Source: an optimization exercise on an open RTL-to-GDS flow (aim: small area, a short achievable clock period and few clock cycles). Production flows keep margins and buffers that such runs may drop.
RTL that was checked went through simulation tests only; none was proved equivalent to the original.
Function not checked in runs 1, 7 and 8: the RTL went through the layout flow alone.
Power is estimated from default activity; no workload was simulated.

<file path="flow/design.v">
module swath_engine (
    input  wire        clk,
    input  wire        rst,
    input  wire        in_valid,
    output wire        in_ready,
    input  wire [5:0]  in_swath,
    input  wire        in_mirror,
    input  wire [63:0] in_sh_l,
    input  wire [63:0] in_sh_r,
    input  wire [63:0] in_lv_l,
    input  wire [63:0] in_lv_r,
    output wire        ev_valid,
    input  wire        ev_ready,
    output wire [15:0] ev_data,
    output wire        res_valid,
    output wire [6:0]  res_k
);
    localparam [2:0] G_IDLE   = 3'd0,    
                     G_SELCOL = 3'd1,
                     G_RCMD   = 3'd2,
                     G_RSEL   = 3'd3,
                     G_DATA   = 3'd4,
                     G_WR     = 3'd5,
                     G_END    = 3'd6;
    localparam [3:0] K_CMD = 4'd1, K_DATA = 4'd2, K_SELCOL = 4'd3,
                     K_SELROW = 4'd4, K_WRITE = 4'd5, K_END = 4'd6;
    wire [63:0] d_l  = in_sh_l ^ in_lv_l;
    wire [63:0] d_r  = in_sh_r ^ in_lv_r;
    wire [63:0] t_l  = {64{in_mirror}} & d_r;
    wire [63:0] t_r  = {64{in_mirror}} & d_l;
    wire [63:0] wl_m = (in_sh_l | t_l) & (~in_lv_l | t_l);
    wire [63:0] wr_m = (in_sh_r | t_r) & (~in_lv_r | t_r);
    wire [63:0] any_n   = d_l | d_r;
    reg [63:0] any, wl, wr;      
    reg [5:0]  sw;
    reg        rdy;              
    reg        full;             
    reg        fresh;            
    reg        kb;               
    reg        sbr;              
    reg        men;              
    reg [7:0]  bq;               
    reg        bq_ok;            
    reg        sel;              
    reg        xv;               
    reg [5:0]  ridx;             
    reg        rbl, rbr;         
    reg        xd;               
    reg        rlast;            
    reg [2:0]  gs;               
    reg        first;            
    reg        last;             
    reg        bl, br;           
    reg [6:0]  k;                
    reg        evv, evend;
    reg [15:0] evd;
    reg        endr;             
    reg        resv;
    reg [6:0]  resk;
    reg [1:0]  nq;               
    reg [5:0]  cq;               
    reg        hold;             
    integer    i;
    reg  [7:0]  gf;              
    reg  [7:0]  gp;              
    reg  [63:0] ip;              
    integer a, b;
    always @(*) begin
        gp[0] = 1'b0;
        for (a = 1; a < 8; a = a + 1) gp[a] = gp[a-1] | gf[a-1];
        for (a = 0; a < 8; a = a + 1) begin
            ip[8*a] = 1'b0;
            for (b = 1; b < 8; b = b + 1) ip[8*a+b] = ip[8*a+b-1] | any[8*a+b-1];
        end
    end
    wire [7:0]  gl  = gf & ~gp;              
    wire [63:0] pre = {{8{gp[7]}}, {8{gp[6]}}, {8{gp[5]}}, {8{gp[4]}},
                       {8{gp[3]}}, {8{gp[2]}}, {8{gp[1]}}, {8{gp[0]}}} | ip;
    wire [63:0] li  = any & ~ip;             
    reg  [5:0]  lo_idx;
    reg         lo_l, lo_r;
    integer c, d;
    always @(*) begin
        lo_idx = 6'd0;
        lo_l   = 1'b0;
        lo_r   = 1'b0;
        for (c = 0; c < 8; c = c + 1) begin
            lo_idx[5:3] = lo_idx[5:3] | ({3{gl[c]}} & c[2:0]);
            for (d = 0; d < 8; d = d + 1) begin
                lo_idx[2:0] = lo_idx[2:0] | ({3{gl[c] & li[8*c+d]}} & d[2:0]);
                lo_l = lo_l | (gl[c] & li[8*c+d] & wl[8*c+d]);
                lo_r = lo_r | (gl[c] & li[8*c+d] & wr[8*c+d]);
            end
        end
    end
    wire sb       = ~|any;                       
    wire sbk      = kb | (~fresh & sbr);
    wire nbk      = ~fresh & ~sbr;               
    wire ext      = full & sel & ~xv & (|gf);    
    wire adv      = ~evv | ev_ready;
    wire gen_rsel = adv & (gs == G_RSEL);
    wire start    = adv & (gs == G_IDLE) & full & ~sel & nbk;
    wire take     = in_valid & rdy;
    wire retire   = full & ~sel & sbk;           
    wire nb_new   = start;                       
    wire drain    = ~endr & cq[0] & ~hold;
    assign in_ready  = rdy;
    assign ev_valid  = evv;
    assign ev_data   = evd;
    assign res_valid = resv;
    assign res_k     = resk;
    wire       full_n = take | (full & ~sbk);
    wire [1:0] nq_n   = nb_new ? (endr ? nq : {nq[0], 1'b1})
                               : (endr ? {1'b0, nq[1]} : nq);
    wire       hold_n = (retire & nq[0] | hold) & ~endr;
    wire [5:0] cq_n   = retire ? (drain ? cq : {cq[4:0], 1'b1})
                               : (drain ? {1'b0, cq[5:1]} : cq);
    wire       slot_n = take ? (bq_ok & (&bq)) : ~full_n;
    wire       rdy_n  = slot_n & ~cq_n[4] & ~(nq_n[0] & ~hold_n & cq_n[0]);
    always @(posedge clk) begin
        if (men) begin
            any <= any_n;
            wl  <= wl_m;
            wr  <= wr_m;
            sw  <= in_swath;
        end else if (ext) begin
            any <= any & pre;
        end
        sbr <= sb;
        for (i = 0; i < 8; i = i + 1) begin
            bq[i] <= ~|any_n[8*i +: 8];
            gf[i] <= |any[8*i +: 8];
        end
        if (ext) begin
            ridx  <= lo_idx;
            rbl   <= lo_l;
            rbr   <= lo_r;
        end
    end
    always @(posedge clk) begin
        if (gen_rsel) begin
            bl   <= rbl;
            br   <= rbr;
            last <= xd ? sb : rlast;
            k    <= first ? 7'd1 : k + 7'd1;
        end
        if (adv) begin
            case (gs)
                G_IDLE:   evd <= {K_CMD, 12'd0};
                G_SELCOL: evd <= {K_SELCOL, sw, sw};
                G_RCMD:   evd <= {K_CMD, 12'd0};
                G_RSEL:   evd <= {K_SELROW, ridx, ridx};
                G_DATA:   evd <= {K_DATA, 12'd0};
                G_WR:     evd <= {K_WRITE, 4'd0, {4{br}}, {4{bl}}};
                default:  evd <= {K_END, 12'd0};
            endcase
            evend <= (gs == G_END);
        end
        resk <= endr ? k : 7'd0;
    end
    always @(posedge clk) begin
        if (rst) begin
            rdy   <= 1'b1;
            full  <= 1'b0;
            fresh <= 1'b0;
            kb    <= 1'b0;
            bq_ok <= 1'b0;
            men   <= 1'b1;
            xd    <= 1'b0;
            sel   <= 1'b0;
            xv    <= 1'b0;
            gs    <= G_IDLE;
            first <= 1'b0;
            evv   <= 1'b0;
            endr  <= 1'b0;
            resv  <= 1'b0;
            nq    <= 2'd0;
            cq    <= 6'd0;
            hold  <= 1'b0;
        end else begin
            bq_ok <= in_valid & ~take;
            men   <= slot_n;
            xd    <= ext;
            if (xd) rlast <= sb;
            if (take)                            sel <= 1'b0;
            else if (adv && gs == G_SELCOL)      sel <= 1'b1;
            if (ext)           xv <= 1'b1;
            else if (gen_rsel) xv <= 1'b0;
            if (adv) begin
                case (gs)
                    G_IDLE: begin
                        evv <= full & ~sel & nbk;
                        if (full & ~sel & nbk) gs <= G_SELCOL;
                    end
                    G_SELCOL: begin evv <= 1'b1; gs <= G_RCMD; end
                    G_RCMD:   begin evv <= 1'b1; gs <= G_RSEL; end
                    G_RSEL:   begin evv <= 1'b1; gs <= G_DATA; end
                    G_DATA:   begin evv <= 1'b1; gs <= G_WR;   end
                    G_WR:     begin evv <= 1'b1; gs <= last ? G_END : G_RCMD; end
                    default:  begin evv <= 1'b1; gs <= G_IDLE; end
                endcase
            end
            if (start)         first <= 1'b1;
            else if (gen_rsel) first <= 1'b0;
            endr  <= evv & ev_ready & evend;
            rdy   <= rdy_n;
            full  <= full_n;
            fresh <= take;
            kb    <= take & bq_ok & (&bq);
            resv  <= endr | drain;
            nq    <= nq_n;
            cq    <= cq_n;
            hold  <= hold_n;
        end
    end
endmodule
</file>
<file path="flow/flow/run.sh">
#!/bin/bash
# Layout flow: the standard ORFS flow (standard synthesis, unchanged),
# with small port buffers and the timing repair aimed at extra setup slack.
set -euo pipefail
export BUFFER_PORTS_ARGS="-buffer_cell sky130_fd_sc_hd__buf_1"
export SETUP_SLACK_MARGIN=6.5
bash standard.sh > orfs_make.log 2>&1
</file>
<file path="flow/standard.sh">
#!/bin/bash
# synth_recipe.tcl (not shown) runs the flow's synth.tcl, then flattens the netlist and writes it again
# the make line also repeats each setting of config.mk as NAME=value (left out here)
make -C /OpenROAD-flow-scripts/flow DESIGN_CONFIG=/design/flow/config.mk WORK_HOME=/design/flow/orfs CLKGATE_MAP_FILE= SYNTH_SCRIPT=/design/flow/synth_recipe.tcl "${@:-finish}"
</file>
<file path="flow/config.mk">
export PLATFORM = sky130hd
export DESIGN_NAME = swath_engine
export DESIGN_NICKNAME = swath_engine
export VERILOG_FILES = /design/flow/design.v
export SDC_FILE = /design/flow/constraint.sdc
export NUM_CORES = 4
export LEC_CHECK = 0
export CAP_MARGIN = 20
export CORE_MARGIN = 2
export CORE_UTILIZATION = 40
export SLEW_MARGIN = 20
</file>
<file path="flow/constraint.sdc">
create_clock -name core_clock -period 10.0 [get_ports {clk}]
set_input_delay 2.0000 -clock core_clock [delete_from_list [all_inputs] [get_ports {clk}]]
set_output_delay 2.0000 -clock core_clock [all_outputs]
set_load 0.01 [all_outputs]
</file>
==> results.sh, run 1 <==
export IMPL_clkTransAtPathRegs_ns=0.06
export IMPL_track_usage_pct=23.0
export IMPL_hold_class="flop to flop"
export IMPL_wl_um=45800
export IMPL_stdcell_count=2414
export IMPL_synth_avg_cell_area_um2=9.46
export IMPL_rsz0062_at_grt="false"
export IMPL_vias=12900
export IMPL_worstPathRequired_ns=10.34
export IMPL_period_share_pct=31.6
export IMPL_cts_tree="yes"
export IMPL_final_cell_mix="buf_1, nand2_1, edfxtp_1"
export IMPL_clk_path_buf_depth=3
export IMPL_post_drt_wl_per_cell_um=19.0
export IMPL_h_tree_depth=2
export IMPL_vdd_drop_max_mv=0.0991
export IMPL_yosys_warnings=1
export IMPL_max_stage_delay_ns=0.53
export IMPL_die_area_um2=39700
export IMPL_grt_max_degree=86
export IMPL_arrival_ns=3.51
export IMPL_worstMarginPinSlew_ns=1.05
export IMPL_grt_pass1_wl_um=69100
export IMPL_clk_latency_ns=0.52
export IMPL_gr_total_overflow=0
export IMPL_cts_buffers=34
export IMPL_final_common_cell="buf_1"
export IMPL_synthFlopType="edfxtp_1"
export IMPL_critPathMaxFanout=63
export IMPL_dp_cells=2350
export IMPL_die_w_um=199
export IMPL_use_met3_pct=4.15
export IMPL_cp_end_kind="flop"
export IMPL_synth_seq_cells=282
export IMPL_ios=293
export IMPL_async_flop_share_pct=0
export IMPL_p_leak_nw=6.72
export IMPL_viasPerCell=5.35
export IMPL_yosysUniqueCellTypes=71
export IMPL_synthesis_nets=1881
export IMPL_finalSetupTns_ns=0
export IMPL_area_delta_synth_final_pct=17.5
export IMPL_cap_violations=0
export IMPL_slew_violations=0
export IMPL_path_cells="clkbuf_4 > buf_6 > inv_1 > o22ai_1"
export IMPL_place_congestion=0.950
export IMPL_syn_inst=1613
export IMPL_worstSetupPathType="input pin to flop"
export IMPL_start_util_pct=40.6
export IMPL_yosysSeqAreaShare_pct=52.3
export IMPL_portBuffers=291
export IMPL_hpwl_um=35200
export IMPL_fin_skew_ns=0.0283
export IMPL_antenna_left=0
export IMPL_die_y_um=199
export IMPL_fin_util_pct=47.7
export IMPL_cp_slowest_cell="clkbuf_4"
export IMPL_firstDrtPassIters=5
export IMPL_max_freq_ghz=0.316
export IMPL_final_hold_violation_count=0
export IMPL_grt_busiest_layer="met2"
export IMPL_synth_edf_count=233
export IMPL_cp_top_family="buffers and inverters"
export IMPL_rows=71
export IMPL_nNetsFinal=2143
export IMPL_clock_sinks=282
export IMPL_hold_ws_ns=0.448
export IMPL_period_needed_ns=3.16
export IMPL_setup_violations=0
export IMPL_crit_buf_inv=3
export IMPL_cts_setup_buffers=0
export IMPL_p_per_area_nw_per_um2=180
export IMPL_slew_headroom_pct=29.2
export IMPL_use_met1_pct=31.3
export IMPL_grt_pass1_vias=12200
export IMPL_syn_cell_area_um2=15300
export IMPL_antenna_found_initial=3
export IMPL_drtIter0Drc=1014
export IMPL_status="no timing/DRC/antenna violations"
export IMPL_coreArea_um2=37600
export IMPL_drive_above_1_share_pct=4.63
export IMPL_cts_root_buf="clkbuf_16"
export IMPL_gr_usage_met2_pct=36.7
export IMPL_drc_errors=0
export IMPL_worstSetupStartpointType="input pin"
[area by class of cell]
class / count / area, um^2
tap: 511 / 639
multi-input combinational: 1108 / 6440
timing repair buffer: 299 / 1160
inverter: 150 / 563
clock buffer: 45 / 953
antenna: 3 / 7.51
sequential: 282 / 7980
clock inverter: 16 / 190
fill: 3621 / 19600
[final timing paths]
| check | slack, ns | depth (start not counted) | to | start |
|---|---|---|---|---|
| setup / recovery | 6.84 | 4 | wr[10] | in_mirror |
| setup reg to reg | 6.91 | 8 | any[51] | gf[0] |
| hold reg to reg | 0.45 | 0 | br | rbr |
| hold / removal | 0.45 | 0 | br | rbr |
[what timing repair did]
action / in CTS / in global routing
hold buffers: 0 / 0
gates resized for setup: 0 / 2
endpoints found under the setup margin: 0 / 7
[synth_stat cells (2+ instances only)]
cell / number / area (um^2)
a2111oi_0: 10 / 87.6
a21oi_1: 31 / 155
a221oi_1: 8 / 70.1
a22o_1: 7 / 61.3
a22oi_1: 10 / 75.1
a311oi_1: 3 / 26.3
a31oi_1: 5 / 31.3
a32o_1: 4 / 40.0
a32oi_1: 13 / 114
and2_1: 9 / 56.3
and3_1: 7 / 43.8
and3b_1: 6 / 52.6
and4_1: 3 / 26.3
clkbuf_1: 69 / 259
dfxtp_1: 49 / 981
edfxtp_1: 233 / 7000
inv_1: 150 / 563
mux2i_1: 8 / 80.1
nand2_1: 238 / 893
nand2b_1: 16 / 100
nand3_1: 29 / 145
nand3b_1: 13 / 97.6
nand4_1: 32 / 200
nand4b_1: 4 / 35.0
nor2_1: 95 / 357
nor2b_1: 9 / 56.3
nor3_1: 30 / 150
nor3b_1: 8 / 60.1
nor4_1: 28 / 175
nor4b_1: 3 / 26.3
o2111a_1: 2 / 22.5
o2111ai_1: 4 / 35.0
o211ai_1: 12 / 90.1
o21a_1: 4 / 30.0
o21ai_0: 232 / 1160
o22ai_1: 12 / 75.1
o311ai_0: 12 / 105
o41ai_1: 2 / 17.5
or2_2: 12 / 75.1
or3_1: 15 / 93.8
or3_4: 2 / 22.5
or3b_2: 3 / 26.3
or4_1: 9 / 67.6
xnor2_1: 12 / 105
xor2_1: 124 / 1090
[per-stage QoR]
stage | setup slack, ns | instance area (um^2) | total power, mW
global placement | 6.11 | 16800 | 1.97
finish | 6.84 | 17900 | 3.23
CTS | 6.57 | 17900 | 3.24
floorplan | 6.81 | 15300 | 1.79
detailed placement | 6.05 | 16800 | 1.98
global route | 6.66 | 17900 | 3.37
[registers in the layout, indices dropped and copies added, names as in the netlist, 2 cells and up]
register	flops
k	7
evd	15
gf	8
any	64
sw	6
nq	2
wr	64
cq	6
ridx	6
bq	8
wl	64
gs	3
resk	7
[cells by family (layout without fill, tap and decap cells)]
kind of cell	Yosys count	after routing	synth area share (%)
other cells	1	4	0.0246
simple gates	579	579	18.6
flops	282	282	52.3
compound gates	381	381	14.9
xor+xnor	136	136	7.81
mux	9	9	0.599
buf+inv	223	510	5.57
fa+ha+maj	2	2	0.148
[layer usage]
layer  wire length, um  part of all wire, %
met1             19600                   43
met5                 0                    0
met2             21200                   46
met3              3490                  7.6
met4              1490                  3.3
[power breakdown]
part | total (mW) | internal (mW) | switching, mW
clock network | 1.27 | 0.776 | 0.489
registers | 1.56 | 1.44 | 0.127
logic | 0.400 | 0.148 | 0.252
total | 3.23 | 2.36 | 0.867
==> run 2: changes to the inputs <==
--- a/flow/design.v
+++ b/flow/design.v
@@ -36,7 +36,6 @@
     reg        rdy;              
     reg        full;             
     reg        fresh;            
-    reg        kb;               
     reg        sbr;              
     reg        men;              
     reg [7:0]  bq;               
@@ -94,8 +93,8 @@
         end
     end
     wire sb       = ~|any;                       
-    wire sbk      = kb | (~fresh & sbr);
-    wire nbk      = ~fresh & ~sbr;               
+    wire sbk      = fresh ? (&bq) : sbr;
+    wire nbk      = ~sbk;
     wire ext      = full & sel & ~xv & (|gf);    
     wire adv      = ~evv | ev_ready;
     wire gen_rsel = adv & (gs == G_RSEL);
@@ -163,7 +162,6 @@
             rdy   <= 1'b1;
             full  <= 1'b0;
             fresh <= 1'b0;
-            kb    <= 1'b0;
             bq_ok <= 1'b0;
             men   <= 1'b1;
             xd    <= 1'b0;
@@ -206,7 +204,6 @@
             rdy   <= rdy_n;
             full  <= full_n;
             fresh <= take;
-            kb    <= take & bq_ok & (&bq);
             resv  <= endr | drain;
             nq    <= nq_n;
             cq    <= cq_n;
==> flow/flow/run.sh (replaced) <==
#!/bin/bash
# Layout flow: the standard ORFS flow (standard synthesis, unchanged),
# with small port buffers and the timing repair aimed at extra setup slack.
set -euo pipefail
export BUFFER_PORTS_ARGS="-buffer_cell sky130_fd_sc_hd__buf_1"
export SETUP_SLACK_MARGIN=7.3
bash standard.sh > orfs_make.log 2>&1
==> run 2 against run 1 <==
Compared with the run above:
- final cell count up 1.3%
- power down 4.8%
- sequential share of layout area down 0.88 points
- via count is 0.63% higher
- clock skew is 0.015 ns lower
- die area fell by 0.42%
==> results.sh, run 2 <==
export IMPL_top_regs="any (64), wl (64), wr (64)"
export IMPL_synth_top_cell_by_area="edfxtp_1"
export IMPL_grt_pass1_wl_um=70800
export IMPL_fin_skew_ns=0.0132
export IMPL_cp_end_kind="output pin"
export IMPL_netSwitchingPower_mw=0.872
export IMPL_firstDrtPassIters=5
export IMPL_start_util_pct=40.4
export IMPL_setup_violations=0
export IMPL_slew_violations=0
export IMPL_drive_above_1_share_pct=9.15
export IMPL_p_int_mw=2.20
export IMPL_yosysUniqueCellTypes=74
export IMPL_die_w_um=199
export IMPL_period_share_pct=30.7
export IMPL_cts_buffers=31
export IMPL_rsz0062_at_grt="true"
export IMPL_worst_hold_startpoint="xv"
export IMPL_ios=293
export IMPL_drtIter0Drc=1044
export IMPL_status="no timing/DRC/antenna violations"
export IMPL_hold_ws_ns=0.459
export IMPL_h_tree_depth=1
export IMPL_fin_ws_ns=6.93
export IMPL_seqPwrFrac_pct=50.2
export IMPL_worstMarginPinSlew_ns=0.871
export IMPL_max_freq_ghz=0.325
export IMPL_drc_errors=0
export IMPL_cts_root_buf="clkbuf_16"
export IMPL_yosys_warnings=1
export IMPL_wl_um=48000
export IMPL_nFillCells=3582
export IMPL_post_drt_wl_per_cell_um=19.6
export IMPL_gr_total_overflow=0
export IMPL_p_per_area_nw_per_um2=168
export IMPL_rows=71
export IMPL_nNetsFinal=2179
export IMPL_coreArea_um2=37600
export IMPL_cp_top_family="flip-flops"
export IMPL_cap_violations=0
export IMPL_synth_most_common_cell="o21ai_0"
export IMPL_die_y_um=199
export IMPL_slew_headroom_pct=41.6
export IMPL_hpwl_um=36200
export IMPL_comb_power_share_pct=15.4
export IMPL_worstSetupStartpointType="flop"
export IMPL_timing_rr_end="rbl"
export IMPL_p_clk_share_pct=34.4
export IMPL_async_flop_share_pct=0
export IMPL_critPathMaxFanout=1
export IMPL_max_stage_delay_ns=0.37
export IMPL_grt_pass1_vias=12300
export IMPL_die_area_um2=39600
export IMPL_track_usage_pct=23.8
export IMPL_synth_seq_cells=281
export IMPL_area_delta_synth_final_pct=20.4
export IMPL_clk_path_buf_depth=3
export IMPL_period_needed_ns=3.07
export IMPL_p_sw_share_pct=28.4
export IMPL_synthesis_nets=1866
export IMPL_reg2regPathDepth=6
export IMPL_finalSetupTns_ns=0
export IMPL_holdPathStages=2
export IMPL_stdcell_count=2446
export IMPL_worstPathRequired_ns=8.00
export IMPL_antenna_left=0
export IMPL_synth_area_leaders="edfxtp_1, o21ai_0, xor2_1, dfxtp_1, nand2_1"
export IMPL_netlist_top_cells_count="o21ai_0, edfxtp_1, nand2_1, inv_1, xor2_1"
export IMPL_r2r_start="gf[0]"
export IMPL_place_congestion=0.932
export IMPL_arrival_ns=1.07
export IMPL_synthFlopType="edfxtp_1"
export IMPL_yosysSeqAreaShare_pct=52.4
export IMPL_viasPerCell=5.32
export IMPL_cts_hold_buf=0
export IMPL_portBuffers=291
export IMPL_final_cell_mix="buf_1, o21ai_0, edfxtp_1"
export IMPL_p_leak_nw=7.15
export IMPL_dp_cells=2345
export IMPL_synth_edf_count=233
export IMPL_path_cells="clkbuf_2"
export IMPL_reg2reg_setup_slack_ns=7.34
export IMPL_cts_tree="yes"
export IMPL_min_to="xv"
export IMPL_vdd_drop_max_mv=0.116
export IMPL_hold_class="flop to flop"
export IMPL_clk_latency_ns=0.57
export IMPL_clock_sinks=281
export IMPL_syn_inst=1598
export IMPL_antenna_found_initial=3
export IMPL_place_ws_ns=6.01
export IMPL_final_common_cell="buf_1"
export IMPL_syn_cell_area_um2=15200
export IMPL_crit_buf_inv=1
export IMPL_synth_avg_cell_area_um2=9.51
export IMPL_yosys_area_top_type_share_pct=46.1
export IMPL_vias=13000
export IMPL_final_hold_violation_count=0
export IMPL_grt_max_degree=78
export IMPL_worstSetupPathType="flop to output pin"
export IMPL_cp_slowest_cell="edfxtp_1"
export IMPL_clkTransAtPathRegs_ns=0.06
==> run 2: worst max-delay path by stage <==
stage	startpoint	to	slack (ns)	depth (start not counted)
2_1_floorplan	ev_ready	rdy	6.79	7
3_3_place_gp	in_mirror	wr[56]	6.08	4
3_5_place_dp	in_mirror	wl[56]	6.01	4
4_1_cts	evd[9]	ev_data[9]	6.91	1
5_1_grt	evd[1]	ev_data[1]	6.89	1
6_report	evd[9]	ev_data[9]	6.93	1
==> run 2: what timing repair did <==
item | 4_1_cts | 5_1_grt
pin swaps | 3 | 12
setup endpoints to repair | 192 | 116
setup buffers | 23 | 18
cloned | 2 | 1
gates resized for setup | 44 | 43
==> run 2: cells by family after synthesis <==
| kind of cell | count (synthesis) | synth area share, % |
|---|---|---|
| other | 1 | 0.0247 |
| buffers and inverters | 218 | 5.67 |
| and+or+nand+nor | 559 | 18.3 |
| muxes | 9 | 0.601 |
| adders and majority gates | 2 | 0.148 |
| xor gates and xnor gates | 135 | 7.78 |
| AOI/OAI and AO/OA | 393 | 15.1 |
| DFF | 281 | 52.4 |
==> run 2: per-layer routing <==
metal  share of wire (%)  GRT usage (%)  vias up  wire (um)
met5               0.044              0        -         21
met4                 2.7           6.69        4       1320
met3                 8.3           5.22       80       3960
met2                  45           37.6      474      21600
met1                  44           32.9     6119      21200
li1                    -              -     6324          -
==> run 2: power groups by stage <==
stage	Sequential [mW]	Combinational [mW]	Clock [mW]
global placement	1.58	0.406	0
finish	1.54	0.474	1.06
detailed placement	1.58	0.415	0
CTS	1.54	0.449	1.08
floorplan	1.52	0.266	0
global route	1.56	0.529	1.12
==> run 2: cell type report <==
class                           count  area (um^2)  area share, %
Inverter                          156          589           3.22
Sequential cell                   281         7980           43.6
Timing Repair Buffer              339         1570           8.58
Antenna cell                        1         2.50         0.0137
Clock inverter                     15         78.8          0.431
Tap cell                          511          639           3.50
Multi-Input combinational cell   1102         6590           36.0
Clock buffer                       41          845           4.62
==> run 2: stage by stage <==
step,total power [mW],area [um^2],util [%]
after floorplan,1.79,15300,-
after global placement,1.98,16800,44.6
after detailed placement,1.99,16800,44.6
after CTS,3.07,18000,48.0
after global routing,3.20,18300,48.7
final,3.07,18300,48.7
Testbench counts of run 2, summed over its fixed seeds: cycles 19,783.
==> run 3: changes to the inputs <==
==> flow/flow/run.sh (replaced) <==
#!/bin/bash
# Layout flow: the standard ORFS flow (standard synthesis, unchanged),
# with small port buffers and the timing repair aimed at extra setup slack.
set -euo pipefail
export BUFFER_PORTS_ARGS="-buffer_cell sky130_fd_sc_hd__buf_1"
export SETUP_SLACK_MARGIN=7.1
bash standard.sh > orfs_make.log 2>&1
==> run 3 against run 2 <==
Compared with the run above:
- largest power group unchanged
- critical path type unchanged
- first-iteration DRC count grew 9.4%
- critical path depth did not move
- clock skew up 0.0099 ns
- combinational power shrank 6.1%
- routed wire length down 1.5%
- sequential power about the same
- still clean on timing, DRC and antenna
- global-route usage down 0.28 points
- clock-buffer cell count increased by 2
- fmax shrank 0.11%
- power increased by 0.82%
- area after synthesis unchanged
- sequential share of layout area increased by 0.51 points
==> results.sh, run 3 <==
export IMPL_final_hold_violation_count=0
export IMPL_cts_hold_buf=0
export IMPL_nNetsFinal=2163
export IMPL_fin_util_pct=48.1
export IMPL_synthesis_nets=1866
export IMPL_yosys_warnings=1
export IMPL_synth_area_mux_share_pct=0.601
export IMPL_worstPathRequired_ns=8.00
export IMPL_drive_above_1_share_pct=7.66
export IMPL_synth_seq_cells=281
export IMPL_yosysUniqueCellTypes=74
export IMPL_clk_path_buf_depth=3
export IMPL_h_tree_depth=1
export IMPL_max_freq_ghz=0.325
export IMPL_wl_um=47300
export IMPL_synth_top_cell_by_area="edfxtp_1"
export IMPL_viasPerCell=5.36
export IMPL_worstSetupStartpointType="flop"
export IMPL_area_delta_synth_final_pct=18.9
export IMPL_grt_pass1_wl_um=70700
export IMPL_drtIter0Drc=1142
export IMPL_p_leak_nw=7.02
export IMPL_yosys_area_top_type_share_pct=46.1
export IMPL_post_drt_wl_per_cell_um=19.5
export IMPL_fin_skew_ns=0.0231
export IMPL_synth_adder_area_share_pct=0.148
export IMPL_crit_buf_inv=1
export IMPL_ios=293
export IMPL_path_cells="clkbuf_2"
export IMPL_portBuffers=291
export IMPL_yosysSeqAreaShare_pct=52.4
export IMPL_coreArea_um2=37600
export IMPL_vias=13000
export IMPL_synth_edf_count=233
export IMPL_top_regs="any (64), wl (64), wr (64)"
export IMPL_period_share_pct=30.8
export IMPL_die_w_um=199
export IMPL_cp_slowest_cell="edfxtp_1"
export IMPL_start_util_pct=40.4
export IMPL_fin_ws_ns=6.92
export IMPL_drc_errors=0
export IMPL_arrival_ns=1.08
export IMPL_synth_compound_area_share_pct=15.1
export IMPL_cp_top_family="flip-flops"
export IMPL_gr_total_overflow=0
export IMPL_netlist_top_cells_count="o21ai_0, edfxtp_1, nand2_1, inv_1, xor2_1"
export IMPL_place_ws_ns=6.05
export IMPL_antenna_left=0
export IMPL_die_y_um=199
export IMPL_critPathLaunch="evd[3]"
export IMPL_track_usage_pct=23.5
export IMPL_rows=71
export IMPL_syn_inst=1598
export IMPL_async_flop_share_pct=0
export IMPL_max_stage_delay_ns=0.37
export IMPL_syn_cell_area_um2=15200
export IMPL_finalSetupTns_ns=0
export IMPL_grt_pass1_vias=12300
export IMPL_clk_latency_ns=0.58
export IMPL_r2r_start="gf[0]"
export IMPL_stdcell_count=2431
export IMPL_vdd_drop_max_mv=0.116
export IMPL_die_area_um2=39600
export IMPL_cp_end_kind="output pin"
export IMPL_cts_root_buf="clkbuf_16"
export IMPL_grt_max_degree=94
export IMPL_dp_cells=2345
export IMPL_synth_xor_area_share_pct=7.78
export IMPL_cp_depth=1
export IMPL_rsz0062_at_grt="true"
export IMPL_period_needed_ns=3.08
export IMPL_slew_headroom_pct=34.3
export IMPL_status="no timing/DRC/antenna violations"
export IMPL_synth_top_family_by_area="simple AND/OR/NAND/NOR gates"
export IMPL_power_total_mw=3.10
export IMPL_slew_violations=0
export IMPL_reg2regPathDepth=7
export IMPL_clkTransAtPathRegs_ns=0.06
export IMPL_synthFlopType="edfxtp_1"
export IMPL_worstSetupPathType="flop to output pin"
export IMPL_timing_rr_end="rbr"
export IMPL_worst_hold_startpoint="rbl"
export IMPL_hpwl_um=36400
export IMPL_synth_avg_cell_area_um2=9.51
export IMPL_place_congestion=0.946
export IMPL_critPathMaxFanout=1
export IMPL_firstDrtPassIters=6
export IMPL_clock_sinks=281
export IMPL_worstMarginPinSlew_ns=0.972
export IMPL_synth_simple_gate_area_share_pct=18.3
export IMPL_synth_most_common_cell="o21ai_0"
export IMPL_antenna_found_initial=0
export IMPL_cts_buffers=31
export IMPL_n_antenna_cell=0
export IMPL_cap_violations=0
export IMPL_final_common_cell="buf_1"
export IMPL_reg2reg_setup_slack_ns=7.12
export IMPL_setup_violations=0
export IMPL_cp_endpoint="ev_data[3]"
export IMPL_cts_tree="yes"
export IMPL_hold_class="flop to flop"
export IMPL_synth_area_leaders="edfxtp_1, o21ai_0, xor2_1, dfxtp_1, nand2_1"
export IMPL_p_per_area_nw_per_um2=171
export IMPL_final_cell_mix="buf_1, o21ai_0, edfxtp_1"
run 3: cell counts after synthesis:
Identical to the previous run, type by type.
run 3: metal layers:
layer	GRT usage, %	part of all wire [%]	up-vias
li1	-	-	6292
met1	34.0	46	6123
met2	37.3	45	547
met3	3.14	7.0	64
met4	5.86	2.4	0
met5	0	0	-
run 3: what timing repair did:
item	in CTS	in global routing
buffers inserted	4	23
gates resized for setup	29	31
pin swaps	0	1
gates cloned	1	0
setup endpoints to repair	192	100
run 3: final cells by class:
class | instances | area (um^2)
sequential | 281 | 7980
multi-input combinational | 1100 | 6460
clock buffer | 43 | 831
inverter | 156 | 589
timing repair buffer | 325 | 1450
clock inverter | 15 | 129
tap | 511 | 639
fill | 3626 | 19500
run 3: cells by family (layout without fill, tap and decap cells):
logic type               after synthesis  after routing
multiplexers                           9              9
AND/OR/NAND/NOR                      559            560
adder cells (fa/ha/maj)                2              2
buffers and inverters                218            539
other                                  1              1
XOR/XNOR                             135            135
AO/OA/AOI/OAI                        393            393
flip-flops                           281            281
run 3: power by group:
part	internal, mW	total (mW)	switching (mW)
Clock	0.629	1.10	0.470
Combinational	0.171	0.445	0.274
Sequential	1.43	1.55	0.121
run 3: worst min path at each step:
stage	endpoint	slack [ns]	depth (start not counted)
6_report	bl	0.44	0
3_5_place_dp	bl	0.44	0
5_1_grt	bl	0.45	0
2_1_floorplan	bl	0.40	0
4_1_cts	bl	0.45	0
3_3_place_gp	bl	0.41	0
run 3: per-stage QoR:
step                      hold slack [ns]  instance area, um^2
final                               0.441                18100
after global routing                0.451                18100
after CTS                           0.453                17800
after detailed placement            0.440                16700
after global placement              0.412                16700
after floorplan                     0.400                15200
==> run 4: changes to the inputs <==
==> flow/flow/run.sh (replaced) <==
#!/bin/bash
# Layout flow: the standard ORFS flow (standard synthesis, unchanged),
# with small port buffers and the timing repair aimed at extra setup slack.
set -euo pipefail
export BUFFER_PORTS_ARGS="-buffer_cell sky130_fd_sc_hd__buf_1"
export SETUP_SLACK_MARGIN=6.5
bash standard.sh > orfs_make.log 2>&1
==> run 4 against run 3 <==
Compared with the run above:
- clock skew fell by 0.012 ns
- worst hold slack worse by 0.0083 ns
- via count decreased by 1.9%
- routed wire length down 1.6%
- worst setup slack got worse by 0.047 ns
- power fell by 2.5%
- die area did not move
- largest power group unchanged
==> results.sh, run 4 <==
export IMPL_status="no timing/DRC/antenna violations"
export IMPL_cp_slowest_cell="dfxtp_1"
export IMPL_nFillCells=3629
export IMPL_synth_avg_cell_area_um2=9.51
export IMPL_cp_top_family="flip-flops"
export IMPL_reg2regPathDepth=6
export IMPL_fin_ws_ns=6.88
export IMPL_final_common_cell="buf_1"
export IMPL_cts_buffers=31
export IMPL_power_total_mw=3.02
export IMPL_synth_area_leaders="edfxtp_1, o21ai_0, xor2_1, dfxtp_1, nand2_1"
export IMPL_rsz0062_at_grt="false"
export IMPL_synthesis_nets=1866
export IMPL_cts_tree="yes"
export IMPL_timing_rr_end="any[51]"
export IMPL_max_freq_ghz=0.320
export IMPL_drc_errors=0
export IMPL_synthFlopType="edfxtp_1"
export IMPL_worstMarginPinSlew_ns=0.941
export IMPL_grt_max_degree=78
export IMPL_clkTransAtPathRegs_ns=0.06
export IMPL_async_flop_share_pct=0
export IMPL_synth_most_common_cell="o21ai_0"
export IMPL_synth_edf_count=233
export IMPL_fin_skew_ns=0.0112
export IMPL_cts_root_buf="clkbuf_16"
export IMPL_r2r_start="gf[0]"
export IMPL_top_regs="any (64), wl (64), wr (64)"
export IMPL_yosysSeqAreaShare_pct=52.4
export IMPL_reg2reg_setup_slack_ns=6.89
export IMPL_finalSetupTns_ns=0
export IMPL_hold_class="flop to flop"
export IMPL_yosysUniqueCellTypes=74
export IMPL_die_y_um=199
export IMPL_portBuffers=291
export IMPL_arrival_ns=1.12
export IMPL_viasPerCell=5.33
export IMPL_vdd_drop_max_mv=0.125
export IMPL_syn_inst=1598
export IMPL_post_drt_wl_per_cell_um=19.4
export IMPL_antenna_left=0
export IMPL_grt_pass1_wl_um=69900
export IMPL_slew_headroom_pct=35.7
export IMPL_cap_violations=0
export IMPL_path_cells="buf_1"
export IMPL_slew_violations=0
export IMPL_synth_top_cell_by_area="edfxtp_1"
export IMPL_hpwl_um=36200
export IMPL_grt_pass1_vias=12200
export IMPL_wl_um=46500
export IMPL_synth_seq_cells=281
export IMPL_drtIter0Drc=1031
export IMPL_drive_above_1_share_pct=4.08
export IMPL_yosys_warnings=1
export IMPL_place_ws_ns=6.07
export IMPL_worstSetupStartpointType="flop"
export IMPL_h_tree_depth=1
export IMPL_ios=293
export IMPL_clk_path_buf_depth=3
export IMPL_syn_cell_area_um2=15200
export IMPL_track_usage_pct=23.3
export IMPL_yosys_area_top_type_share_pct=46.1
export IMPL_critPathMaxFanout=4
export IMPL_cp_depth=1
export IMPL_die_w_um=199
export IMPL_period_needed_ns=3.12
export IMPL_area_delta_synth_final_pct=16.2
export IMPL_final_cell_mix="buf_1, o21ai_0, edfxtp_1"
export IMPL_antenna_found_initial=0
export IMPL_n_antenna_cell=0
export IMPL_die_area_um2=39600
export IMPL_clk_latency_ns=0.56
export IMPL_worstPathRequired_ns=8.00
export IMPL_start_util_pct=40.4
export IMPL_vias=12800
export IMPL_place_congestion=0.949
export IMPL_cp_endpoint="in_ready"
export IMPL_clock_sinks=281
export IMPL_critPathLaunch="rdy"
export IMPL_netlist_top_cells_count="o21ai_0, edfxtp_1, nand2_1, inv_1, xor2_1"
export IMPL_cts_hold_buf=0
export IMPL_coreArea_um2=37600
export IMPL_gr_total_overflow=0
export IMPL_crit_buf_inv=1
export IMPL_cts_setup_buffers=0
export IMPL_nNetsFinal=2135
export IMPL_max_stage_delay_ns=0.37
export IMPL_cp_end_kind="output pin"
export IMPL_rows=71
export IMPL_worstSetupPathType="flop to output pin"
export IMPL_period_share_pct=31.2
export IMPL_firstDrtPassIters=6
export IMPL_final_hold_violation_count=0
export IMPL_p_per_area_nw_per_um2=171
export IMPL_p_leak_nw=6.76
export IMPL_setup_violations=0
## run 4: worst min path at each step
stage | endpoint | start | cells after the start | slack [ns]
4_1_cts | bl | rbl | 0 | 0.43
3_5_place_dp | bl | rbl | 0 | 0.42
5_1_grt | bl | rbl | 0 | 0.45
6_report | bl | rbl | 0 | 0.43
3_3_place_gp | bl | rbl | 0 | 0.41
2_1_floorplan | bl | rbl | 0 | 0.40
## run 4: final cells by class
type / count / area [um^2] / area share (%)
timing repair buffer: 298 / 1150 / 6.53
tap: 511 / 639 / 3.62
multi-input combinational: 1099 / 6380 / 36.2
inverter: 156 / 586 / 3.32
clock inverter: 14 / 66.3 / 0.376
clock buffer: 40 / 861 / 4.88
sequential: 281 / 7960 / 45.1
## run 4: cell families after synthesis
group / after synthesis / synth area share, %
AOI/OAI and AO/OA: 393 / 15.1
xor gates and xnor gates: 135 / 7.78
adders and majority gates: 2 / 0.148
buffers and inverters: 218 / 5.67
DFF: 281 / 52.4
muxes: 9 / 0.601
other: 1 / 0.0247
and+or+nand+nor: 559 / 18.3
## run 4: timing repair
item	CTS	global route
setup endpoints to repair	54	5
pin swaps	0	0
resized for setup	1	2
gates cloned	0	0
## run 4: layer usage
metal / vias up / global-route usage, % / share of wire (%)
li1: 6236 / - / -
met1: 6015 / 33.2 / 46
met2: 468 / 37.3 / 45
met3: 65 / 3.61 / 7.1
met4: 0 / 5.36 / 2.3
met5: - / 0 / 0
## run 4: stage by stage
stage / util, % / hold WS, ns / instance area, um^2 / cells
6_report: 47.0 / 0.433 / 17600 / 2399
5_1_grt: 47.0 / 0.447 / 17600 / 2399
4_1_cts: 47.0 / 0.435 / 17600 / 2399
3_5_place_dp: 44.5 / 0.423 / 16700 / 2345
3_3_place_gp: 44.5 / 0.412 / 16700 / 2345
2_1_floorplan: - / 0.400 / 15200 / 1598
## run 4: power breakdown
group          internal (mW)  total [mW]  switching, mW
registers               1.43        1.56          0.130
logic                  0.145       0.401          0.256
clock network          0.599        1.06          0.457
total                   2.18        3.02          0.843
==> run 5: changes to the inputs <==
==> flow/flow/run.sh (replaced) <==
#!/bin/bash
# Layout flow: the standard ORFS flow (standard synthesis, unchanged),
# with small port buffers and the timing repair aimed at extra setup slack.
set -euo pipefail
export BUFFER_PORTS_ARGS="-buffer_cell sky130_fd_sc_hd__buf_1"
export SETUP_SLACK_MARGIN=7.0
bash standard.sh > orfs_make.log 2>&1
==> run 5 against run 4 <==
Compared with the run above:
- synthesized cell count stayed put
- clock power is 8% higher
- clock-buffer cell count stayed put
- area after synthesis stayed put
- sequential cell count stayed put
- non-clock buffer count is 1 higher
- global-route usage is 0.27 points lower
- largest power group unchanged
==> results.sh, run 5 <==
export IMPL_cp_end_kind="output pin"
export IMPL_r2r_start="gf[0]"
export IMPL_coreArea_um2=37600
export IMPL_yosysSeqAreaShare_pct=52.4
export IMPL_ios=293
export IMPL_cp_slowest_cell="edfxtp_1"
export IMPL_status="no timing/DRC/antenna violations"
export IMPL_synthFlopType="edfxtp_1"
export IMPL_firstDrtPassIters=7
export IMPL_wl_um=46300
export IMPL_rsz0062_at_grt="true"
export IMPL_yosys_warnings=1
export IMPL_stdcell_area_um2=17900
export IMPL_critPathMaxFanout=1
export IMPL_die_area_um2=39600
export IMPL_grt_max_degree=78
export IMPL_die_w_um=199
export IMPL_vdd_drop_max_mv=0.121
export IMPL_fin_util_pct=47.5
export IMPL_clkTransAtPathRegs_ns=0.06
export IMPL_async_flop_share_pct=0
export IMPL_clock_sinks=281
export IMPL_yosys_area_top_type_share_pct=46.1
export IMPL_grt_pass1_wl_um=68700
export IMPL_syn_inst=1598
export IMPL_p_per_area_nw_per_um2=174
export IMPL_holdPathStages=0
export IMPL_gr_total_overflow=0
export IMPL_final_common_cell="buf_1"
export IMPL_portBuffers=291
export IMPL_path_cells="clkbuf_2"
export IMPL_cap_violations=0
export IMPL_clk_path_buf_depth=3
export IMPL_synth_most_common_cell="o21ai_0"
export IMPL_drtIter0Drc=1012
export IMPL_p_sw_share_pct=27.8
export IMPL_viasPerCell=5.36
export IMPL_slew_violations=0
export IMPL_finalSetupTns_ns=0
export IMPL_cts_hold_buf=0
export IMPL_slew_headroom_pct=32.7
export IMPL_top_regs="any (64), wl (64), wr (64)"
export IMPL_hold_class="flop to flop"
export IMPL_hpwl_um=35500
export IMPL_drc_errors=0
export IMPL_final_hold_violation_count=0
export IMPL_min_to="bl"
export IMPL_netlist_top_cells_count="o21ai_0, edfxtp_1, nand2_1, inv_1, xor2_1"
export IMPL_worstSetupStartpointType="flop"
export IMPL_worst_hold_startpoint="rbl"
export IMPL_synth_top_cell_by_area="edfxtp_1"
export IMPL_cts_buffers=31
export IMPL_dp_cells=2344
export IMPL_worstSetupPathType="flop to output pin"
export IMPL_antenna_found_initial=0
export IMPL_cts_root_buf="clkbuf_16"
export IMPL_reg2regPathDepth=7
export IMPL_track_usage_pct=23.0
export IMPL_final_cell_mix="buf_1, o21ai_0, edfxtp_1"
export IMPL_p_clk_share_pct=36.5
export IMPL_vias=12900
export IMPL_cp_top_family="flip-flops"
export IMPL_cts_tree="yes"
export IMPL_reg2reg_setup_slack_ns=7.07
export IMPL_power_total_mw=3.11
export IMPL_rows=71
export IMPL_dpl_instance_area_um2=16700
export IMPL_stdcell_count=2405
export IMPL_p_leak_nw=6.92
export IMPL_n_antenna_cell=0
export IMPL_clk_latency_ns=0.57
export IMPL_max_freq_ghz=0.326
export IMPL_period_needed_ns=3.06
export IMPL_synth_avg_cell_area_um2=9.51
export IMPL_drive_above_1_share_pct=6.18
export IMPL_worstMarginPinSlew_ns=1.01
export IMPL_yosysUniqueCellTypes=74
export IMPL_crit_buf_inv=1
export IMPL_cp_depth=1
export IMPL_period_share_pct=30.6
export IMPL_arrival_ns=1.06
export IMPL_antenna_left=0
export IMPL_fin_skew_ns=0.0138
export IMPL_synthesis_nets=1866
export IMPL_max_stage_delay_ns=0.37
export IMPL_setup_violations=0
export IMPL_grt_pass1_vias=12000
export IMPL_synth_edf_count=233
export IMPL_worstPathRequired_ns=8.00
export IMPL_syn_cell_area_um2=15200
export IMPL_netSwitchingPower_mw=0.866
export IMPL_nNetsFinal=2137
export IMPL_seqPwrFrac_pct=50.1
export IMPL_die_y_um=199
export IMPL_synth_seq_cells=281
export IMPL_area_delta_synth_final_pct=17.5
export IMPL_timing_rr_end="rbr"
export IMPL_place_congestion=0.955
export IMPL_critPathLaunch="evd[2]"
export IMPL_comb_power_share_pct=13.4
export IMPL_post_drt_wl_per_cell_um=19.3
export IMPL_p_int_mw=2.25
export IMPL_start_util_pct=40.4
export IMPL_synth_area_leaders="edfxtp_1, o21ai_0, xor2_1, dfxtp_1, nand2_1"
export IMPL_h_tree_depth=1
==> run 5: cell counts after synthesis <==
Identical to the previous run, type by type.
==> run 5: area by class of cell <==
cell class | count | area [um^2]
clock inverter | 18 | 175
inverter | 156 | 586
timing repair buffer | 299 | 1220
tap | 511 | 639
clock buffer | 40 | 830
sequential | 281 | 7970
fill | 3617 | 19700
multi-input combinational | 1100 | 6430
==> run 5: cell families after synthesis <==
kind of cell / share of synthesized area [%]
AOI/OAI and AO/OA: 15.1
xor gates and xnor gates: 7.78
adders and majority gates: 0.148
buffers and inverters: 5.67
DFF: 52.4
muxes: 0.601
other: 0.0247
and+or+nand+nor: 18.3
==> run 5: worst max-delay path by stage <==
stage | end | slack, ns
2_1_floorplan | rdy | 6.79
3_3_place_gp | wr[60] | 6.42
3_5_place_dp | any[6] | 6.34
4_1_cts | ev_data[2] | 6.91
5_1_grt | ev_data[5] | 6.88
6_report | ev_data[2] | 6.94
==> run 5: repair_timing <==
item	4_1_cts	5_1_grt
endpoints found under the setup margin	150	118
pin swaps	0	0
setup buffers	2	0
resized for setup	23	22
cloned	1	0
==> run 5: power groups by stage <==
stage	clock (mW)	combinational, mW	sequential (mW)
6_report	1.14	0.416	1.56
3_3_place_gp	0	0.401	1.58
3_5_place_dp	0	0.407	1.58
5_1_grt	1.20	0.468	1.58
2_1_floorplan	0	0.261	1.52
4_1_cts	1.16	0.414	1.56
==> run 5: through the flow <==
| stage | setup slack, ns | hold slack, ns |
|---|---|---|
| final | 6.94 | 0.455 |
| after global routing | 6.88 | 0.455 |
| after CTS | 6.91 | 0.457 |
| after detailed placement | 6.34 | 0.441 |
| after global placement | 6.42 | 0.408 |
| after floorplan | 6.79 | 0.400 |
==> run 5: metal layers <==
| layer | global-route usage [%] | part of all wire, % |
|---|---|---|
| met2 | 36.1 | 44 |
| met5 | 0 | 0 |
| met1 | 33.1 | 46 |
| met4 | 6.91 | 2.9 |
| met3 | 3.07 | 6.7 |
==> run 6: changes to the inputs <==
--- a/flow/flow/run.sh
+++ b/flow/flow/run.sh
@@ -4,4 +4,6 @@
 set -euo pipefail
 export BUFFER_PORTS_ARGS="-buffer_cell sky130_fd_sc_hd__buf_1"
 export SETUP_SLACK_MARGIN=7.0
+export CTS_CLUSTER_SIZE=30
+export CTS_CLUSTER_DIAMETER=80
 bash standard.sh > orfs_make.log 2>&1
==> run 6 against run 5 <==
Compared with the run above:
- global-route usage down 0.090 points
- highest routed layer unchanged
- critical path type unchanged
- die area is the same
- clock skew is 0.0038 ns higher
- routed wire length increased by 0.88%
- critical endpoint unchanged
- sequential share of layout area up 0.71 points
- largest power group unchanged
- worst setup slack gained 0.012 ns
- area after synthesis unchanged
- critical path depth is the same
==> results.sh, run 6 <==
export IMPL_cap_violations=0
export IMPL_hold_ws_ns=0.462
export IMPL_synth_area_mux_share_pct=0.601
export IMPL_vias=12800
export IMPL_p_clk_share_pct=30.9
export IMPL_post_drt_wl_per_cell_um=19.6
export IMPL_period_needed_ns=3.05
export IMPL_critPathMaxFanout=1
export IMPL_die_w_um=199
export IMPL_clkTransAtPathRegs_ns=0.11
export IMPL_final_common_cell="buf_1"
export IMPL_worstSetupStartpointType="flop"
export IMPL_clock_sinks=281
export IMPL_slew_violations=0
export IMPL_drtIter0Drc=1132
export IMPL_crit_buf_inv=1
export IMPL_gr_total_overflow=0
export IMPL_fin_skew_ns=0.0176
export IMPL_hpwl_um=35500
export IMPL_vdd_drop_max_mv=0.0994
export IMPL_synth_xor_area_share_pct=7.78
export IMPL_cp_slowest_cell="edfxtp_1"
export IMPL_n_antenna_cell=0
export IMPL_yosys_area_top_type_share_pct=46.1
export IMPL_p_int_mw=1.98
export IMPL_portBuffers=291
export IMPL_max_stage_delay_ns=0.38
export IMPL_netSwitchingPower_mw=0.880
export IMPL_synthesis_nets=1866
export IMPL_drc_errors=0
export IMPL_max_freq_ghz=0.328
export IMPL_nNetsFinal=2129
export IMPL_yosysSeqAreaShare_pct=52.4
export IMPL_cts_buffers=18
export IMPL_async_flop_share_pct=0
export IMPL_stdcell_count=2384
export IMPL_netlist_top_cells_count="o21ai_0, edfxtp_1, nand2_1, inv_1, xor2_1"
export IMPL_setup_violations=0
export IMPL_arrival_ns=1.05
export IMPL_hold_class="flop to flop"
export IMPL_place_congestion=0.955
export IMPL_p_sw_share_pct=30.7
export IMPL_clk_latency_ns=0.54
export IMPL_ios=293
export IMPL_area_delta_synth_final_pct=15.7
export IMPL_slew_headroom_pct=34.0
export IMPL_start_util_pct=40.4
export IMPL_synth_edf_count=233
export IMPL_finalSetupTns_ns=0
export IMPL_dp_cells=2344
export IMPL_status="no timing/DRC/antenna violations"
export IMPL_comb_power_share_pct=14.6
export IMPL_period_share_pct=30.5
export IMPL_die_area_um2=39600
export IMPL_syn_cell_area_um2=15200
export IMPL_synth_avg_cell_area_um2=9.51
export IMPL_clk_path_buf_depth=3
export IMPL_cts_hold_buf=0
export IMPL_final_hold_violation_count=0
export IMPL_rsz0062_at_grt="true"
export IMPL_synth_top_family_by_area="simple AND/OR/NAND/NOR gates"
export IMPL_wl_um=46700
export IMPL_synth_top_cell_by_area="edfxtp_1"
export IMPL_grt_pass1_vias=11800
export IMPL_h_tree_depth=1
export IMPL_synth_most_common_cell="o21ai_0"
export IMPL_yosysUniqueCellTypes=74
export IMPL_grt_pass1_wl_um=68100
export IMPL_viasPerCell=5.38
export IMPL_firstDrtPassIters=5
export IMPL_synth_simple_gate_area_share_pct=18.3
export IMPL_top_regs="any (64), wl (64), wr (64)"
export IMPL_syn_inst=1598
export IMPL_synth_compound_area_share_pct=15.1
export IMPL_worstPathRequired_ns=8.00
export IMPL_synth_adder_area_share_pct=0.148
export IMPL_p_per_area_nw_per_um2=163
export IMPL_rows=71
export IMPL_yosys_warnings=1
export IMPL_seqPwrFrac_pct=54.4
export IMPL_place_ws_ns=6.34
export IMPL_fin_ws_ns=6.95
export IMPL_fin_util_pct=46.8
export IMPL_antenna_left=0
export IMPL_synthFlopType="edfxtp_1"
export IMPL_cp_top_family="flip-flops"
export IMPL_grt_max_degree=78
export IMPL_die_y_um=199
export IMPL_worstSetupPathType="flop to output pin"
export IMPL_track_usage_pct=22.9
export IMPL_path_cells="clkbuf_2"
export IMPL_worstMarginPinSlew_ns=0.991
export IMPL_synth_seq_cells=281
export IMPL_cts_root_buf="clkbuf_16"
export IMPL_drive_above_1_share_pct=5.66
export IMPL_final_cell_mix="buf_1, o21ai_0, edfxtp_1"
export IMPL_cts_tree="yes"
export IMPL_antenna_found_initial=0
export IMPL_p_leak_nw=6.78
export IMPL_synth_area_leaders="edfxtp_1, o21ai_0, xor2_1, dfxtp_1, nand2_1"
export IMPL_coreArea_um2=37600
export IMPL_cp_end_kind="output pin"
run 6: cell counts after synthesis:
Identical to the previous run, type by type.
run 6: logic make-up (layout without fill, tap and decap cells):
logic type                 after synthesis  after routing
and+or+nand+nor                        559            562
AOI/OAI and AO/OA                      393            393
DFF                                    281            281
buffers and inverters                  218            490
xor gates and xnor gates               135            135
muxes                                    9              9
adders and majority gates                2              2
other                                    1              1
run 6: cell type report:
class,count,area [um^2]
clock buffers,21,493
clock inverters,11,185
fillers,3642,20000
inverters,156,586
multi-input cells,1102,6460
flip-flops and latches,281,7970
well taps,511,639
repair buffers,302,1250
run 6: per-stage QoR:
stage | area [um^2] | power, mW
3_3_place_gp | 16700 | 1.98
3_5_place_dp | 16700 | 1.99
4_1_cts | 17500 | 2.88
6_report | 17600 | 2.86
2_1_floorplan | 15200 | 1.78
5_1_grt | 17600 | 2.99
run 6: metal layers:
| metal | up-vias | track usage, % | wire (um) |
|---|---|---|---|
| met4 | 0 | 7.77 | 1660 |
| met1 | 5992 | 32.7 | 21000 |
| met3 | 74 | 3.48 | 3690 |
| met5 | - | 0 | 0 |
| met2 | 532 | 35.6 | 20400 |
| li1 | 6216 | - | - |
run 6: worst paths after layout:
check                                   to  slack, ns   start  cells after the start
worst max-delay path            ev_data[2]       6.95  evd[2]                      1
worst min-delay path                    xv       0.46      xv                      2
worst max register to register         rbr       7.06   gf[0]                      7
worst min register to register          xv       0.46      xv                      2
run 6: power groups by stage:
| stage | sequential (mW) | clock [mW] | combinational [mW] |
|---|---|---|---|
| 6_report | 1.56 | 0.885 | 0.419 |
| 4_1_cts | 1.56 | 0.909 | 0.414 |
| 2_1_floorplan | 1.52 | 0 | 0.261 |
| 3_3_place_gp | 1.58 | 0 | 0.401 |
| 3_5_place_dp | 1.58 | 0 | 0.407 |
| 5_1_grt | 1.57 | 0.940 | 0.471 |
run 6: what timing repair did:
item,in CTS,in global routing
pin swaps,0,1
gates cloned,1,2
buffers inserted,2,3
endpoints found under the setup margin,165,144
resized for setup,23,25
==> run 7: changes to the inputs <==
--- a/flow/design.v
+++ b/flow/design.v
@@ -51,7 +51,7 @@
     reg        last;             
     reg        bl, br;           
     reg [6:0]  k;                
-    reg        evv, evend;
+    reg        evv;
     reg [15:0] evd;
     reg        endr;             
     reg        resv;
@@ -153,7 +153,6 @@
                 G_WR:     evd <= {K_WRITE, 4'd0, {4{br}}, {4{bl}}};
                 default:  evd <= {K_END, 12'd0};
             endcase
-            evend <= (gs == G_END);
         end
         resk <= endr ? k : 7'd0;
     end
@@ -200,7 +199,7 @@
             end
             if (start)         first <= 1'b1;
             else if (gen_rsel) first <= 1'b0;
-            endr  <= evv & ev_ready & evend;
+            endr  <= evv & ev_ready & (evd[14:12] == K_END[2:0]);
             rdy   <= rdy_n;
             full  <= full_n;
             fresh <= take;
==> run 7 against run 6 <==
Compared with the run above:
- first-iteration DRC count rose by 2.8%
- sequential cell count fell by 1
- via count rose by 1.6%
- routed wire length rose by 2.1%
- largest cell class unchanged
- highest routed layer is now met5
- worst hold slack got worse by 0.047 ns
- largest power group unchanged
==> results.sh, run 7 <==
export IMPL_status="no timing/DRC/antenna violations"
export IMPL_synth_avg_cell_area_um2=9.52
export IMPL_vdd_drop_max_mv=0.0883
export IMPL_portBuffers=291
export IMPL_synth_area_leaders="edfxtp_1, o21ai_0, xor2_1, dfxtp_1, nand2_1"
export IMPL_grt_max_degree=72
export IMPL_max_stage_delay_ns=0.40
export IMPL_period_needed_ns=3.06
export IMPL_grt_pass1_vias=12500
export IMPL_drc_errors=0
export IMPL_synth_compound_area_share_pct=15.5
export IMPL_synth_adder_area_share_pct=0.147
export IMPL_synth_most_common_cell="o21ai_0"
export IMPL_syn_inst=1613
export IMPL_p_per_area_nw_per_um2=157
export IMPL_ff_latch_area_um2=7940
export IMPL_fin_ws_ns=6.94
export IMPL_drive_above_1_share_pct=5.14
export IMPL_yosys_warnings=1
export IMPL_dp_cells=2348
export IMPL_nFillCells=3670
export IMPL_top_regs="any (64), wl (64), wr (64)"
export IMPL_clk_path_buf_depth=3
export IMPL_async_flop_share_pct=0
export IMPL_hold_class="flop to flop"
export IMPL_synthFlopType="edfxtp_1"
export IMPL_slew_violations=0
export IMPL_cap_violations=0
export IMPL_multi_input_comb_area_um2=6640
export IMPL_worstPathRequired_ns=8.00
export IMPL_cp_top_family="flip-flops"
export IMPL_yosysUniqueCellTypes=73
export IMPL_syn_cell_area_um2=15400
export IMPL_grt_pass1_wl_um=71600
export IMPL_cp_slowest_cell="edfxtp_1"
export IMPL_finalSetupTns_ns=0
export IMPL_netlist_top_cells_count="o21ai_0, edfxtp_1, nand2_1, inv_1, xor2_1"
export IMPL_die_y_um=200
export IMPL_place_ws_ns=6.33
export IMPL_worstSetupPathType="flop to output pin"
export IMPL_place_congestion=0.966
export IMPL_die_area_um2=40000
export IMPL_crit_buf_inv=1
export IMPL_synth_area_mux_share_pct=0.529
export IMPL_cts_root_buf="clkbuf_16"
export IMPL_post_drt_wl_per_cell_um=20.0
export IMPL_clk_latency_ns=0.53
export IMPL_die_w_um=200
export IMPL_synth_xor_area_share_pct=7.70
export IMPL_path_cells="clkbuf_2"
export IMPL_slew_headroom_pct=31.1
export IMPL_h_tree_depth=1
export IMPL_cts_buffers=16
export IMPL_nNetsFinal=2126
export IMPL_worstMarginPinSlew_ns=1.02
export IMPL_final_cell_mix="buf_1, o21ai_0, edfxtp_1"
export IMPL_synth_edf_count=232
export IMPL_viasPerCell=5.47
export IMPL_ios=293
export IMPL_vias=13000
export IMPL_synth_top_family_by_area="simple AND/OR/NAND/NOR gates"
export IMPL_period_share_pct=30.6
export IMPL_firstDrtPassIters=6
export IMPL_final_common_cell="buf_1"
export IMPL_clkTransAtPathRegs_ns=0.11
export IMPL_stdcell_count=2379
export IMPL_wl_um=47700
export IMPL_n_antenna_cell=0
export IMPL_antenna_left=0
export IMPL_start_util_pct=40.7
export IMPL_clock_sinks=280
export IMPL_yosys_area_top_type_share_pct=45.4
export IMPL_synthesis_nets=1881
export IMPL_rsz0062_at_grt="true"
export IMPL_rows=71
export IMPL_setup_violations=0
export IMPL_fin_util_pct=46.5
export IMPL_track_usage_pct=23.5
export IMPL_max_freq_ghz=0.327
export IMPL_yosysSeqAreaShare_pct=51.6
export IMPL_arrival_ns=1.06
export IMPL_final_hold_violation_count=0
export IMPL_fin_skew_ns=0.0275
export IMPL_cp_end_kind="output pin"
export IMPL_hpwl_um=37200
export IMPL_critPathMaxFanout=2
export IMPL_area_delta_synth_final_pct=14.4
export IMPL_gr_total_overflow=0
export IMPL_cts_tree="yes"
export IMPL_synth_seq_cells=280
export IMPL_antenna_found_initial=1
export IMPL_p_leak_nw=6.68
export IMPL_synth_simple_gate_area_share_pct=18.9
export IMPL_drtIter0Drc=1164
export IMPL_worstSetupStartpointType="flop"
export IMPL_coreArea_um2=37800
export IMPL_synth_top_cell_by_area="edfxtp_1"
run 7: cell type report:
| cell class | count | area share [%] |
|---|---|---|
| flip-flops and latches | 280 | 45.2 |
| multi-input cells | 1110 | 37.8 |
| repair buffers | 299 | 6.96 |
| well taps | 511 | 3.64 |
| inverters | 151 | 3.23 |
| clock buffers | 19 | 2.46 |
| clock inverters | 9 | 0.698 |
run 7: per-layer routing:
metal | global-route usage (%) | up-vias | wire [um]
met2 | 38.0 | 474 | 22000
met4 | 6.34 | 2 | 1310
met1 | 33.5 | 6184 | 21600
met3 | 2.67 | 62 | 2790
li1 | - | 6299 | -
met5 | 0 | - | 18
run 7: power by group:
part | total, mW | switching (mW) | leakage, nW | internal, mW
Clock | 0.771 | 0.431 | 0.270 | 0.340
Sequential | 1.56 | 0.137 | 2.74 | 1.43
Combinational | 0.417 | 0.261 | 3.68 | 0.156
run 7: worst paths after layout:
check	startpoint	endpoint	slack, ns	depth (start not counted)
max	evd[12]	ev_data[12]	6.94	1
min	rbr	br	0.42	0
max reg2reg	any[1]	rbr	7.04	6
min reg2reg	rbr	br	0.42	0
run 7: per-stage QoR:
stage	hold WS [ns]	power (mW)	instance area [um^2]
after floorplan	0.400	1.79	15400
after global placement	0.409	1.98	16900
after detailed placement	0.414	1.99	16900
after CTS	0.421	2.76	17500
after global routing	0.422	2.88	17600
final	0.415	2.75	17600
run 7: cell families after synthesis:
| kind of cell | count (synthesis) |
|---|---|
| buffers and inverters | 224 |
| flip-flops | 280 |
| AO/OA/AOI/OAI | 399 |
| XOR/XNOR | 135 |
| multiplexers | 8 |
| adder cells (fa/ha/maj) | 2 |
| other | 1 |
| AND/OR/NAND/NOR | 564 |
run 7: repair_timing:
| item | 4_1_cts | 5_1_grt |
|---|---|---|
| hold buffers | 0 | 0 |
| endpoints found under the setup margin | 158 | 160 |
| resized for setup | 12 | 34 |
| setup buffers | 1 | 1 |
| cloned | 1 | 0 |
run 7: worst register-to-register path: stages (launching register included):
cell      delay [ns]
edfxtp_1        0.52
or4_1           0.70
nor4b_1         0.92
a22o_1          0.29
a2111o_1        0.13
nor4_1          0.07
nand2_1         0.18
==> run 8: changes to the inputs <==
--- a/flow/config.mk
+++ b/flow/config.mk
@@ -7,5 +7,6 @@
 export LEC_CHECK = 0
 export CAP_MARGIN = 20
 export CORE_MARGIN = 2
-export CORE_UTILIZATION = 40
+export CORE_UTILIZATION = 60
+export PLACE_DENSITY = 0.7
 export SLEW_MARGIN = 20
==> run 8 against run 7 <==
Compared with the run above:
- sequential power is essentially flat
- core utilization grew 22 points
- largest cell class unchanged
- still clean on timing, DRC and antenna
- largest power group unchanged
- combinational power shrank 2%
==> results.sh, run 8 <==
export IMPL_status="no timing/DRC/antenna violations"
export IMPL_max_freq_ghz=0.326
export IMPL_synthesis_nets=1881
export IMPL_ios=293
export IMPL_clkTransAtPathRegs_ns=0.11
export IMPL_vias=13300
export IMPL_period_share_pct=30.7
export IMPL_yosysUniqueCellTypes=73
export IMPL_vdd_drop_max_mv=0.156
export IMPL_hpwl_um=33500
export IMPL_die_area_um2=26900
export IMPL_cp_end_kind="output pin"
export IMPL_synth_seq_cells=280
export IMPL_worstSetupStartpointType="flop"
export IMPL_firstDrtPassIters=8
export IMPL_h_tree_depth=1
export IMPL_top_regs="any (64), wl (64), wr (64)"
export IMPL_power_total_mw=2.68
export IMPL_cp_slowest_cell="edfxtp_1"
export IMPL_wl_um=43800
export IMPL_post_drt_wl_per_cell_um=19.9
export IMPL_worstMarginPinSlew_ns=1.04
export IMPL_yosys_area_top_type_share_pct=45.4
export IMPL_clock_sinks=280
export IMPL_worstPathRequired_ns=8.00
export IMPL_drtIter0Drc=1643
export IMPL_max_stage_delay_ns=0.42
export IMPL_drc_errors=0
export IMPL_synth_edf_count=232
export IMPL_yosysSeqAreaShare_pct=51.6
export IMPL_gr_total_overflow=0
export IMPL_die_w_um=164
export IMPL_rsz0062_at_grt="true"
export IMPL_final_cell_mix="buf_1, o21ai_0, edfxtp_1"
export IMPL_p_per_area_nw_per_um2=156
export IMPL_place_congestion=0.990
export IMPL_nFillCells=2031
export IMPL_synth_most_common_cell="o21ai_0"
export IMPL_track_usage_pct=32.1
export IMPL_worstSetupPathType="flop to output pin"
export IMPL_grt_pass1_wl_um=65800
export IMPL_syn_inst=1613
export IMPL_rows=58
export IMPL_fin_ws_ns=6.93
export IMPL_synth_top_cell_by_area="edfxtp_1"
export IMPL_area_delta_synth_final_pct=12.3
export IMPL_p_leak_nw=6.64
export IMPL_slew_headroom_pct=30.3
export IMPL_grt_max_degree=94
export IMPL_cts_root_buf="clkbuf_16"
export IMPL_finalSetupTns_ns=0
export IMPL_slew_violations=0
export IMPL_synth_area_leaders="edfxtp_1, o21ai_0, xor2_1, dfxtp_1, nand2_1"
export IMPL_yosys_warnings=1
export IMPL_path_cells="clkbuf_2"
export IMPL_async_flop_share_pct=0
export IMPL_synthFlopType="edfxtp_1"
export IMPL_final_common_cell="buf_1"
export IMPL_cts_tree="yes"
export IMPL_syn_cell_area_um2=15400
export IMPL_coreArea_um2=25200
export IMPL_cap_violations=0
export IMPL_nNetsFinal=2123
export IMPL_start_util_pct=61.0
export IMPL_ff_latch_area_um2=7940
export IMPL_period_needed_ns=3.07
export IMPL_fin_skew_ns=0.0154
export IMPL_setup_violations=0
export IMPL_synth_avg_cell_area_um2=9.52
export IMPL_cts_hold_buf=0
export IMPL_fin_util_pct=68.5
export IMPL_portBuffers=291
export IMPL_arrival_ns=1.07
export IMPL_clk_path_buf_depth=3
export IMPL_reg2reg_setup_slack_ns=7.12
export IMPL_antenna_left=0
export IMPL_hold_class="flop to flop"
export IMPL_antenna_found_initial=2
export IMPL_critPathMaxFanout=2
export IMPL_viasPerCell=6.06
export IMPL_grt_pass1_vias=12200
export IMPL_final_hold_violation_count=0
export IMPL_place_ws_ns=6.09
export IMPL_die_y_um=164
export IMPL_multi_input_comb_area_um2=6650
export IMPL_crit_buf_inv=1
export IMPL_netlist_top_cells_count="o21ai_0, edfxtp_1, nand2_1, inv_1, xor2_1"
export IMPL_cp_top_family="flip-flops"
export IMPL_cts_buffers=15
export IMPL_clk_latency_ns=0.52
export IMPL_drive_above_1_share_pct=4.88
run 8: cell types whose count changed in the layout (fill, tap and decap cells not counted), sizes merged:
cell / delta
buf: -3
clkdlybuf4s15: -1
clkinv: +2
diode: +1
inv: -3
run 8: per-layer routing:
metal	routed length, um	share of wire (%)	vias up	global-route usage, %
li1	-	-	6279	-
met1	17500	40	6275	43.2
met2	20700	47	657	53.2
met3	3890	8.9	81	5.40
met4	1580	3.6	0	10.6
met5	0	0	-	0
run 8: per-stage QoR:
step / hold slack [ns] / instances / cell area, um^2
3_3_place_gp: 0.442 / 2166 / 16700
6_report: 0.465 / 2194 / 17300
4_1_cts: 0.466 / 2193 / 17200
2_1_floorplan: 0.400 / 1613 / 15400
3_5_place_dp: 0.451 / 2166 / 16700
5_1_grt: 0.495 / 2194 / 17300
run 8: what timing repair did:
action                                 4_1_cts  5_1_grt
buffers inserted                             1        0
setup endpoints to repair                  149       28
gates cloned                                 1        0
endpoints found under the hold margin        0        0
resized for setup                           14       29
run 8: final timing paths:
| check | to | startpoint | cells past startpoint |
|---|---|---|---|
| worst max-delay path | ev_data[12] | evd[12] | 1 |
| worst min-delay path | nq[1] | nq[1] | 2 |
| worst max register to register | rbl | any[40] | 6 |
| worst min register to register | nq[1] | nq[1] | 2 |
run 8: cells by family after synthesis:
kind of cell,count (synthesis),synth area share (%)
fa+ha+maj,2,0.147
compound gates,399,15.5
mux,8,0.530
flops,280,51.6
buf+inv,224,5.61
other cells,1,0.0244
simple gates,564,18.9
xor+xnor,135,7.70
run 8: where the power goes:
group          total (mW)  switching, mW  internal, mW
Combinational       0.409          0.254         0.156
Sequential           1.56          0.137          1.43
Clock               0.711          0.412         0.299
Total                2.68          0.803          1.88
run 8: area by class of cell:
type / count / share of cell area [%]
antenna: 1 / 0.0145
clock buffer: 17 / 2.22
clock inverter: 8 / 0.587
inverter: 151 / 3.28
multi-input combinational: 1110 / 38.5
sequential: 280 / 46.0
tap: 330 / 2.39
timing repair buffer: 297 / 6.94

static timing again, ports no longer ideal:
No port has a modelled driver above. Below, the same layouts with a new extraction and two added sets of constraints. Step 1 assumes that a clkbuf_16 drives the clock port and a buf_2 every other input. Step 2, shift: input delay + t, output delay - t, t = (earliest + latest rising clock arrival at the registers) / 2. This alone moves slack from input paths to output paths. Slacks: ideal / step 1 / step 2; pairs: ideal / step 1.
| run | t (ns) | slack for setup (ns) |
|---|---|---|
| run 1 | 0.564 | 6.838 / 6.869 / 6.305 |
| run 2 | 0.617 | 6.927 / 6.871 / 6.755 |
| run 3 | 0.621 | 6.923 / 6.868 / 6.620 |
| run 4 | 0.603 | 6.876 / 6.823 / 6.353 |
| run 5 | 0.615 | 6.935 / 6.880 / 6.552 |
| run 6 | 0.581 | 6.947 / 6.895 / 6.585 |
| run 7 | 0.571 | 6.942 / 6.888 / 6.606 |
| run 8 | 0.559 | 6.928 / 6.877 / 6.592 |
After both steps setup and hold are still met in every run listed.
